What follows belongs to an exercise in optimizing a design on an open flow for small area, a short achievable clock period and few clock cycles; a production flow would make more cautious choices.
In this exercise RTL edits were held to simulation tests only and were not proved equivalent to the original.

## job 4657
==> flow/design.v <==
module dbc3_comp (
    input  wire        clk,
    input  wire        rst,
    input  wire        cfg_we,
    input  wire [5:0]  cfg_addr,
    input  wire [15:0] cfg_data,
    input  wire        start,
    output wire        ready,
    output reg         done,
    output reg  [1:0]  prio_oor,
    output wire        mem_req,
    output wire [2:0]  mem_layer,
    output wire [17:0] mem_addr,
    input  wire        mem_gnt,
    input  wire [7:0]  mem_rdata,
    output wire        fb_valid,
    input  wire        fb_ready,
    output wire [8:0]  fb_x,
    output wire [8:0]  fb_y,
    output wire [15:0] fb_data
);
    localparam RB = 3;                
    localparam NR = 6;                
    reg [8:0]  scroll     [0:15];    
    reg [15:0] pal_base   [0:7];
    reg [7:0]  pal_mask   [0:7];
    reg [7:0]  trans_pen  [0:7];
    reg [7:0]  trans_mask [0:7];
    reg [7:0]  layer_en;
    reg [4:0]  pri0, pri1;           
    reg        oor0, oor1;           
    reg [15:0] bg_color;
    reg [8:0]  fb_w_m1, fb_h_m1;
    always @(posedge clk) begin
        if (cfg_we) begin
            case (cfg_addr[5:3])
                3'd0, 3'd1: scroll[cfg_addr[3:0]] <= cfg_data[8:0];
                3'd2: pal_base[cfg_addr[2:0]]   <= cfg_data;
                3'd3: pal_mask[cfg_addr[2:0]]   <= cfg_data[7:0];
                3'd4: trans_pen[cfg_addr[2:0]]  <= cfg_data[7:0];
                3'd5: trans_mask[cfg_addr[2:0]] <= cfg_data[7:0];
                3'd6: begin
                    case (cfg_addr[2:0])
                        3'd0: layer_en  <= cfg_data[7:0];
                        3'd1: begin
                            oor0 <= cfg_data[7:0] > 8'd23;
                            pri0 <= (cfg_data[7:0] > 8'd23) ? 5'd0 : cfg_data[4:0];
                        end
                        3'd2: begin
                            oor1 <= cfg_data[7:0] > 8'd23;
                            pri1 <= (cfg_data[7:0] > 8'd23) ? 5'd0 : cfg_data[4:0];
                        end
                        3'd3: bg_color  <= cfg_data;
                        3'd4: fb_w_m1   <= cfg_data[8:0];
                        3'd5: fb_h_m1   <= cfg_data[8:0];
                        default: ;
                    endcase
                end
                default: ;
            endcase
        end
    end
    function [7:0] pri_row;       
        input [4:0] p;
        begin
            case (p)
                5'd0:  pri_row = {2'd3, 2'd2, 2'd1, 2'd0};
                5'd1:  pri_row = {2'd2, 2'd3, 2'd1, 2'd0};
                5'd2:  pri_row = {2'd3, 2'd1, 2'd2, 2'd0};
                5'd3:  pri_row = {2'd1, 2'd3, 2'd2, 2'd0};
                5'd4:  pri_row = {2'd2, 2'd1, 2'd3, 2'd0};
                5'd5:  pri_row = {2'd1, 2'd2, 2'd3, 2'd0};
                5'd6:  pri_row = {2'd3, 2'd2, 2'd0, 2'd1};
                5'd7:  pri_row = {2'd2, 2'd3, 2'd0, 2'd1};
                5'd8:  pri_row = {2'd3, 2'd0, 2'd2, 2'd1};
                5'd9:  pri_row = {2'd0, 2'd3, 2'd2, 2'd1};
                5'd10: pri_row = {2'd2, 2'd0, 2'd3, 2'd1};
                5'd11: pri_row = {2'd0, 2'd2, 2'd3, 2'd1};
                5'd12: pri_row = {2'd3, 2'd1, 2'd0, 2'd2};
                5'd13: pri_row = {2'd1, 2'd3, 2'd0, 2'd2};
                5'd14: pri_row = {2'd3, 2'd0, 2'd1, 2'd2};
                5'd15: pri_row = {2'd0, 2'd3, 2'd1, 2'd2};
                5'd16: pri_row = {2'd1, 2'd0, 2'd3, 2'd2};
                5'd17: pri_row = {2'd0, 2'd1, 2'd3, 2'd2};
                5'd18: pri_row = {2'd2, 2'd1, 2'd0, 2'd3};
                5'd19: pri_row = {2'd1, 2'd2, 2'd0, 2'd3};
                5'd20: pri_row = {2'd2, 2'd0, 2'd1, 2'd3};
                5'd21: pri_row = {2'd0, 2'd2, 2'd1, 2'd3};
                5'd22: pri_row = {2'd1, 2'd0, 2'd2, 2'd3};
                default: pri_row = {2'd0, 2'd1, 2'd2, 2'd3};
            endcase
        end
    endfunction
    reg        running;           
    reg        building;          
    reg        go;                
    reg        list_ok;           
    reg [3:0]  bpos;              
    reg        bf1, bf2;          
    reg [2:0]  bl;                
    reg        bv;                
    reg [3:0]  ncnt;              
    reg [2:0]  list [0:7];
    reg [8:0]  sx0, sy0;          
    assign ready = !running;
    wire       b_grp  = ~bpos[2];
    wire       b_en   = layer_en[bl] && bv;
    wire [7:0] b_row  = pri_row(b_grp ? pri1 : pri0);
    wire [1:0] b_sub  = b_row >> {bpos[1:0], 1'b0};
    wire [2:0] b_lay  = {b_grp, b_sub};
    wire [2:0] nm1    = ncnt[2:0] - 3'd1;
    wire       any_en = (ncnt != 4'd0);
    reg [8:0]    cx, cy;
    reg [RB-1:0] ctag;
    reg          call;            
    reg          vi, qi;          
    reg [8:0]    xi, yi;
    reg [RB-1:0] ti;
    reg [2:0]    ji, li, ni;      
    reg [17:0]   ai;
    reg          vd, qd, gd;
    reg [8:0]    xd, yd;
    reg [RB-1:0] td;
    reg [NR-1:0] tdh;             
    reg [7:0]    tmd, tpd;        
    reg [2:0]    jd, ld, nd;
    assign mem_req   = vi && qi;
    assign mem_layer = li;
    assign mem_addr  = ai;
    wire [8:0] ssx   = scroll[{nd[2], 1'b0, nd[1:0]}];
    wire [8:0] ssy   = scroll[{nd[2], 1'b1, nd[1:0]}];
    wire [17:0] cd   = {yd + ssy, xd + ssx};    
    reg [NR-1:0] fin;
    integer      k;
    reg [RB:0]   nfl;             
    reg [11:0]   rob [0:NR-1];
    reg [RB-1:0] otag;
    wire       vis   = ((mem_rdata & tmd) != tpd) && any_en;
    wire       last  = (jd == nm1) || !any_en;
    wire       dfin  = vd && qd && gd && (vis || last);
    wire       free  = !vd || dfin;
    wire       claim = free && go && !call && (nfl != NR);
    wire [2:0] jd2   = jd + 3'd2;
    reg        hv;                
    reg [11:0] h;
    reg        fbv;
    reg [15:0] fbd;
    reg [8:0]  ox, oy;
    assign fb_valid = fbv;
    assign fb_data  = fbd;
    assign fb_x     = ox;
    assign fb_y     = oy;
    wire [11:0] head  = rob[otag];
    wire        xfer  = fbv && fb_ready;
    wire        hgo   = hv && (!fbv || fb_ready);         
    wire        load  = running && fin[otag] && (!hv || hgo);    
    wire        lastp = (ox == fb_w_m1) && (oy == fb_h_m1);
    wire [RB:0] nfl_c = load ? nfl : nfl + 1'b1;
    wire [RB:0] nfl_n = load ? nfl - 1'b1 : nfl;
    always @(posedge clk) begin
        if (cfg_we)
            list_ok <= 1'b0;
        if (rst) begin
            running <= 1'b0;
            building <= 1'b0;
            bv      <= 1'b0;
            go      <= 1'b0;
            list_ok <= 1'b0;
            done    <= 1'b0;
            vi      <= 1'b0;
            vd      <= 1'b0;
            hv      <= 1'b0;
            fbv     <= 1'b0;
            nfl     <= {(RB+1){1'b0}};
            fin     <= {NR{1'b0}};
        end else begin
            done <= 1'b0;
            if (!running) begin
                if (start) begin
                    running  <= 1'b1;
                    prio_oor <= {oor1, oor0};
                    building <= !list_ok;
                    go       <= list_ok;
                    bpos     <= 4'd0;
                    if (!list_ok)
                        ncnt <= 4'd0;
                    cx       <= 9'd0;
                    cy       <= 9'd0;
                    ctag     <= {RB{1'b0}};
                    call     <= 1'b0;
                    otag     <= {RB{1'b0}};
                    ox       <= 9'd0;
                    oy       <= 9'd0;
                end
            end
            bl  <= b_lay;
            bv  <= building && !bpos[3];
            bf1 <= b_en && (ncnt == 4'd0);
            bf2 <= bf1;
            if (bf2) begin
                sx0 <= ssx;
                sy0 <= ssy;
            end
            if (b_en) begin
                list[ncnt[2:0]] <= bl;
                ncnt <= ncnt + 4'd1;
            end
            if (building) begin
                bpos <= bpos + 4'd1;
                if (bpos == 4'd10) begin
                    building <= 1'b0;
                    list_ok  <= 1'b1;
                    go       <= 1'b1;
                end
            end
            if (free)
                vi <= claim;
            else
                vi <= 1'b1;
            vd <= vi;
            if (dfin) begin
                for (k = 0; k < NR; k = k + 1)
                    if (tdh[k]) begin
                        rob[k] <= {vis, ld, mem_rdata};
                        fin[k] <= 1'b1;
                    end
            end
            if (claim) begin
                ctag <= (ctag == NR - 1) ? {RB{1'b0}} : ctag + 1'b1;
                if (cx == fb_w_m1) begin
                    cx <= 9'd0;
                    cy <= cy + 9'd1;
                    if (cy == fb_h_m1)
                        call <= 1'b1;
                end else begin
                    cx <= cx + 9'd1;
                end
            end
            if (xfer) begin
                if (ox == fb_w_m1) begin
                    ox <= 9'd0;
                    oy <= oy + 9'd1;
                end else begin
                    ox <= ox + 9'd1;
                end
            end
            if (load) begin
                hv <= 1'b1;
                h  <= head;
                fin[otag]  <= 1'b0;
                otag <= (otag == NR - 1) ? {RB{1'b0}} : otag + 1'b1;
            end else if (hgo) begin
                hv <= 1'b0;
            end
            if (hgo) begin
                fbv <= 1'b1;
                fbd <= h[11] ? ({8'd0, h[7:0] & pal_mask[h[10:8]]} | pal_base[h[10:8]])
                             : bg_color;
            end else if (xfer) begin
                fbv <= 1'b0;
            end
            nfl <= claim ? nfl_c : nfl_n;
            if (xfer && lastp) begin
                done    <= 1'b1;
                running <= 1'b0;
                go      <= 1'b0;
            end
        end
    end
    always @(posedge clk) begin
        gd <= mem_gnt;
        xd <= xi;
        yd <= yi;
        td <= ti;
        tdh <= {{(NR-1){1'b0}}, 1'b1} << ti;
        tmd <= trans_mask[li];
        tpd <= trans_pen[li];
        jd <= ji;
        ld <= li;
        nd <= ni;
        qd <= qi;
        if (free) begin
            qi <= 1'b1;
            xi <= cx;
            yi <= cy;
            ti <= ctag;
            ji <= 3'd0;
            li <= list[0];
            ni <= building ? bl : list[1];
            ai <= {cy + sy0, cx + sx0};
        end else if (gd || !qd) begin
            qi <= 1'b1;
            xi <= xd;
            yi <= yd;
            ti <= td;
            ji <= jd + 3'd1;
            li <= nd;
            ni <= list[jd2];
            ai <= cd;
        end else begin
            qi <= 1'b0;
            xi <= xd;
            yi <= yd;
            ti <= td;
            ji <= jd - 3'd1;
            li <= nd;
            ni <= ld;
            ai <= cd;
        end
    end
endmodule
clock: 8.0 ns
lec_check: 0
cap_margin: 20
core_margin: 2
core_utilization: 40
cts_cluster_diameter: 80
cts_cluster_size: 20
place_density: 0.6
setup_slack_margin: 5.0
slew_margin: 20
run.sh (not shown) runs the stock make flow with config.mk's settings and CLKGATE_MAP_FILE= SYNTH_SCRIPT=/design/flow/synth_recipe.tcl, a recipe that flattens the netlist after the stock synthesis.
Testbench counts of job 4657, summed over its fixed seeds: cycles 80,488.
Input changes introduced in job 9414 (baseline for comparison: job 4657):
--- a/flow/design.v
+++ b/flow/design.v
@@ -140,10 +140,8 @@
     wire       dfin  = vd && qd && gd && (vis || last);
     wire       free  = !vd || dfin;
     wire       claim = free && go && !call && (nfl != NR);
     wire [2:0] jd2   = jd + 3'd2;
-    reg        hv;                
-    reg [11:0] h;
     reg        fbv;
     reg [15:0] fbd;
     reg [8:0]  ox, oy;
     assign fb_valid = fbv;
@@ -151,10 +149,9 @@
     assign fb_x     = ox;
     assign fb_y     = oy;
     wire [11:0] head  = rob[otag];
     wire        xfer  = fbv && fb_ready;
-    wire        hgo   = hv && (!fbv || fb_ready);         
-    wire        load  = running && fin[otag] && (!hv || hgo);    
+    wire        load  = running && fin[otag] && (!fbv || fb_ready);
     wire        lastp = (ox == fb_w_m1) && (oy == fb_h_m1);
     wire [RB:0] nfl_c = load ? nfl : nfl + 1'b1;
     wire [RB:0] nfl_n = load ? nfl - 1'b1 : nfl;
     always @(posedge clk) begin
@@ -168,9 +165,8 @@
             list_ok <= 1'b0;
             done    <= 1'b0;
             vi      <= 1'b0;
             vd      <= 1'b0;
-            hv      <= 1'b0;
             fbv     <= 1'b0;
             nfl     <= {(RB+1){1'b0}};
             fin     <= {NR{1'b0}};
         end else begin
@@ -244,19 +240,13 @@
                     ox <= ox + 9'd1;
                 end
             end
             if (load) begin
-                hv <= 1'b1;
-                h  <= head;
+                fbv <= 1'b1;
+                fbd <= head[11] ? ({8'd0, head[7:0] & pal_mask[head[10:8]]} | pal_base[head[10:8]])
+                                : bg_color;
                 fin[otag]  <= 1'b0;
                 otag <= (otag == NR - 1) ? {RB{1'b0}} : otag + 1'b1;
-            end else if (hgo) begin
-                hv <= 1'b0;
-            end
-            if (hgo) begin
-                fbv <= 1'b1;
-                fbd <= h[11] ? ({8'd0, h[7:0] & pal_mask[h[10:8]]} | pal_base[h[10:8]])
-                             : bg_color;
             end else if (xfer) begin
                 fbv <= 1'b0;
             end
             nfl <= claim ? nfl_c : nfl_n;
### Flow results
Relative to job 4657, maximum frequency decreased by 5.7% in job 9414.
Diff job 9414..job 4657 | final-layout worst hold slack | negligible
Measured against job 9414, the count of clock-buffer cells in the layout of job 4657 comes out at 1.18 times the reference value.
The total of hold buffers inserted after clock tree synthesis was comparable across job 4657 and job 9414.
Job 9414 vs. job 4657: setup slack went down by 180 ps.
Between job 4657 and job 9414, the clock latency reported for the late side of the worst-skew pair does not differ in any meaningful way.
Looking at area share of buffers outside the clock network, job 9414 sits 1.6 points above job 4657.
The met2 wirelength from detailed routing in job 9414 sits 1600 um above the value recorded for job 4657.
Diff job 4657 -> job 9414 | multi-input gate area in the final layout | increase of 430 um^2
On register-to-register slack: job 9414 sits below job 4657.
On job 9414: arrival time at the worst endpoint is 250 ps higher than what job 4657 gave.
Taking job 4657 as the reference, in job 9414 number of signal-net buffers in the layout has increased, minimum clock period went up 180 ps, number of instances in the synthesized netlist rose 132.
Testbench counts of job 9414, summed over its fixed seeds: cycles 80,464.

==> what the ideal ports hide <==
In the flow no input, the clock included, has a driving cell. The finished layouts below were timed again as built, in two steps.
Step 1 sets driving cells, clkbuf_16 on the clock port and buf_2 on the other inputs (assumed; they add their load-dependent delay and slew).
Step 2 times the ports against the registers' clock, not the clock port: input delays grow and output delays shrink by t, the midpoint of the rising clock arrivals with the driver on.
a / b / c = ideal / step 1 / step 2; a / b = the first two.
run | t, ns | slack for setup (ns) | hold WS [ns] | clock arrival spread, ns | slew at the worst register clock pin (ns)
job 4657 | 0.677 | 5.008 / 4.985 / 4.309 | 0.329 / 0.329 / 0.329 | 0.022 / 0.022 | 0.09 / 0.09
job 9414 | 0.677 | 4.828 / 4.828 / 4.360 | 0.330 / 0.330 / 0.330 | 0.031 / 0.030 | 0.09 / 0.09
After both steps every run listed still meets setup and hold. For job 4657, which loses most, drivers alone change the setup slack by -0.023 ns; drivers and shift together by -0.699 ns.
